Context: an optimization exercise on an open-source flow, tuned for small area, a short achievable clock period and few clock cycles. The choices shown serve that exercise and are no tape-out recipe.
The RTL was checked by simulation tests, not by an equivalence proof against the original design.
Power figures rest on the tool's default switching activity, not on a simulated workload.

==> flow/design.v (excerpt) <==
module tsc_sponge (
    input  wire         clk,
    input  wire         rst,         
    input  wire         cmd_valid,
    output wire         cmd_ready,
    input  wire [1:0]   cmd_op,      
    input  wire [7:0]   din_len,     
    input  wire [485:0] din,         
    output wire [485:0] dout,        
    output wire         absorbed     
);
Size: about 18000 cells after synthesis, about 990 I/O pins, roughly 130000 µm² of cells after synthesis.
Settings: LEC_CHECK=0, CAP_MARGIN=15, CORE_MARGIN=2, CORE_UTILIZATION=35, CTS_CLUSTER_DIAMETER=100, CTS_CLUSTER_SIZE=16, GPL_TIMING_DRIVEN=0, PLACE_DENSITY=0.55, SLEW_MARGIN=15; clock period 6.5 ns.
standard.sh (not shown) runs the stock make flow with config.mk's settings and CLKGATE_MAP_FILE= SYNTH_SCRIPT=/design/flow/synth_recipe.tcl, a recipe that flattens the netlist after the stock synthesis.
==> flow/flow/run.sh <==
#!/bin/bash
# Own layout flow: the standard flow (standard.sh, same synthesis script and
# config.mk settings), except that
#  - modules tsc_zp, tsc_sub, tsc_inj (substitution layer, round constants), tsc_upd and
#    tsc_absupd (state update,
#    absorb) come from flow/tsc_map.v, hand-mapped netlists of the same functions
#    in sky130_fd_sc_hd cells;
#  - the ABC buffers are removed at floorplan instead of an early timing repair;
#  - the port buffers are buf_2 cells and the resizer may change a cell's footprint;
#  - after global placement, high-fanout nets get placement-based buffer trees
#    (flow/pre_resize.tcl, flow/trees.tcl) before the standard repair_design, and
#    the output port buffers are moved next to the flip-flops that drive them
#    (flow/outbuf.tcl);
#  - timing repair after CTS and global routing aims SETUP_MARGIN ns below the period.
set -euo pipefail
W=$(pwd)
SETUP_MARGIN=${SETUP_MARGIN:-3.8}
awk 'BEGIN{skip=0} /^[ \t]*module[ \t]+(tsc_zp|tsc_sub|tsc_inj|tsc_upd|tsc_absupd)[ \t]*[(#]/{skip=1} {if(!skip)print} skip&&/^[ \t]*endmodule/{skip=0}' \
    design.v > layout_design.v
grep -qE "module (tsc_zp|tsc_sub|tsc_inj|tsc_upd|tsc_absupd)\b" layout_design.v && { echo "module not removed" >&2; exit 1; }
cat flow/tsc_map.v >> layout_design.v
sed "s#^export VERILOG_FILES *=.*#export VERILOG_FILES = $W/layout_design.v#" config.mk > config_own.mk
grep -q "layout_design.v" config_own.mk || { echo "VERILOG_FILES not set" >&2; exit 1; }
sed "s#$W/config.mk#$W/config_own.mk#g" standard.sh > own.sh
grep -q "config_own.mk" own.sh || { echo "config path not replaced" >&2; exit 1; }
bash own.sh REMOVE_ABC_BUFFERS=1 MATCH_CELL_FOOTPRINT=0 \
    "BUFFER_PORTS_ARGS=-buffer_cell sky130_fd_sc_hd__buf_2" \
    PRE_RESIZE_TCL=$W/flow/pre_resize.tcl \
    SETUP_SLACK_MARGIN=$SETUP_MARGIN finish > own_flow.log 2>&1
test -s out/final.def
==> flow/flow/outbuf.tcl <==
# Output port buffers next to the flip-flops that drive them: the flip-flop then sees
# a short wire, and the buffer drives the long wire to the pin.
proc tsc_output_buffers_near_drivers {} {
  set block [ord::get_db_block]
  set n 0
  foreach bterm [$block getBTerms] {
    if {[$bterm getIoType] != "OUTPUT"} continue
    set net [$bterm getNet]
    if {$net == "NULL"} continue
    foreach it [$net getITerms] {
      if {![$it isOutputSignal]} continue
      set buf [$it getInst]
      if {[[$buf getMaster] getName] ni {sky130_fd_sc_hd__buf_2 sky130_fd_sc_hd__buf_4}} continue
      foreach bi [$buf getITerms] {
        if {![$bi isInputSignal]} continue
        set inet [$bi getNet]
        if {$inet == "NULL"} continue
        foreach di [$inet getITerms] {
          if {![$di isOutputSignal]} continue
          set loc [[$di getInst] getLocation]
          $buf setLocation [lindex $loc 0] [lindex $loc 1]
          incr n
        }
      }
    }
  }
  puts "tsc_output_buffers_near_drivers: $n buffers moved"
}
==> flow/flow/pre_resize.tcl <==
# After global placement, before the first repair_design: buffer trees for the
# high-fanout nets (the state-update selects reach every lane), built from the
# placement, and the output port buffers moved next to their drivers.
source [file join [file dirname [info script]] trees.tcl]
tsc_fanout_trees 24 12 sky130_fd_sc_hd__buf_4
source [file join [file dirname [info script]] outbuf.tcl]
tsc_output_buffers_near_drivers
Other scripts of this flow, unchanged in this note and not shown: flow/flow/trees.tcl, flow/flow/tsc_map.v
The baseline finished clean.
Testbench counts at the start, summed over its fixed seeds: cycles 32,184.
Rerun with:
--- a/flow/flow/run.sh
+++ b/flow/flow/run.sh
@@ -11,3 +11 @@
-#    (flow/pre_resize.tcl, flow/trees.tcl) before the standard repair_design, and
-#    the output port buffers are moved next to the flip-flops that drive them
-#    (flow/outbuf.tcl);
+#    (flow/pre_resize.tcl, flow/trees.tcl) before the standard repair_design;
@@ -17 +15 @@
-SETUP_MARGIN=${SETUP_MARGIN:-3.8}
+SETUP_MARGIN=${SETUP_MARGIN:-3.7}
==> flow/flow/pre_resize.tcl (replaced) <==
# Before the first repair_design: buffer trees for the high-fanout signal nets (the
# state-update selects reach every lane), built from the global placement.
source [file join [file dirname [info script]] trees.tcl]
tsc_fanout_trees 24 12 sky130_fd_sc_hd__buf_4
Settings changed: CORE_UTILIZATION 35 to 42, PLACE_DENSITY 0.55 to 0.6.
removed: flow/flow/outbuf.tcl
- clock power goes up by 4.6%
- clock-buffer cell count grows by 10
- global-route usage increases by 9.3 points
- routed wire length hardly moves
- first-iteration DRC count climbs by 3.0%
- design area came out lower by 4.3%
Rerun with:
--- a/flow/flow/run.sh
+++ b/flow/flow/run.sh
@@ -15 +15 @@
-SETUP_MARGIN=${SETUP_MARGIN:-3.7}
+SETUP_MARGIN=${SETUP_MARGIN:-3.5}
Settings changed: CORE_UTILIZATION 42 to 35, PLACE_DENSITY 0.6 to 0.55.
What happened: The changed run went through all stages and came out clean; clock-buffer cell count falls by 2; core utilization falls by 9.4 points; cell area goes down by 2.6%.
Rerun with:
--- a/flow/flow/run.sh
+++ b/flow/flow/run.sh
@@ -15 +15 @@
-SETUP_MARGIN=${SETUP_MARGIN:-3.5}
+SETUP_MARGIN=${SETUP_MARGIN:-3.7}
Settings changed: CAP_MARGIN 15 to 10, SLEW_MARGIN 15 to 10.
Effect: Power came out higher slightly; cell count came out higher slightly; design area came out higher by a few percent; clock skew came out higher by 0.0065 ns.
Rerun with:
Settings changed: CAP_MARGIN 10 to 15, SLEW_MARGIN 10 to 15.
Effect: Core utilization came out higher by 0.21 points; clock-buffer cell count came out higher by 7; non-clock buffer count came out higher by 45; combinational power stays flat; worst setup slack gets better by 0.011 ns; routed wire length is about the same.

==> static timing again, ports no longer ideal <==
In the flow no input, the clock included, has a driving cell. The finished layouts below were timed again as built, in two steps. Step 1 (the two cells are an assumption about what drives the block):
set clk [get_ports {clk}]
set_driving_cell -lib_cell sky130_fd_sc_hd__clkbuf_16 $clk
set_driving_cell -lib_cell sky130_fd_sc_hd__buf_2 [delete_from_list [all_inputs] $clk]
Step 2 times the ports against the registers' clock, not the clock port: input delays grow and output delays shrink by t, the midpoint of the rising clock arrivals with the driver on. a / b / c = ideal / step 1 / step 2; a / b = the first two.
run	t, ns	setup slack, ns	worst setup path at the end
the first run	1.083	3.498 / 3.498 / 2.550	input to register
the second run	1.062	3.404 / 3.297 / 2.585	input to register
the third run	1.060	3.319 / 3.319 / 2.333	input to register
the fourth run	1.063	3.532 / 3.435 / 2.508	input to register
the fifth run	1.058	3.543 / 3.432 / 2.601	input to register
After both steps every run listed still meets setup and hold. For the fourth run, which loses most, drivers alone change the setup slack by -0.097 ns; drivers and shift together by -1.024 ns.
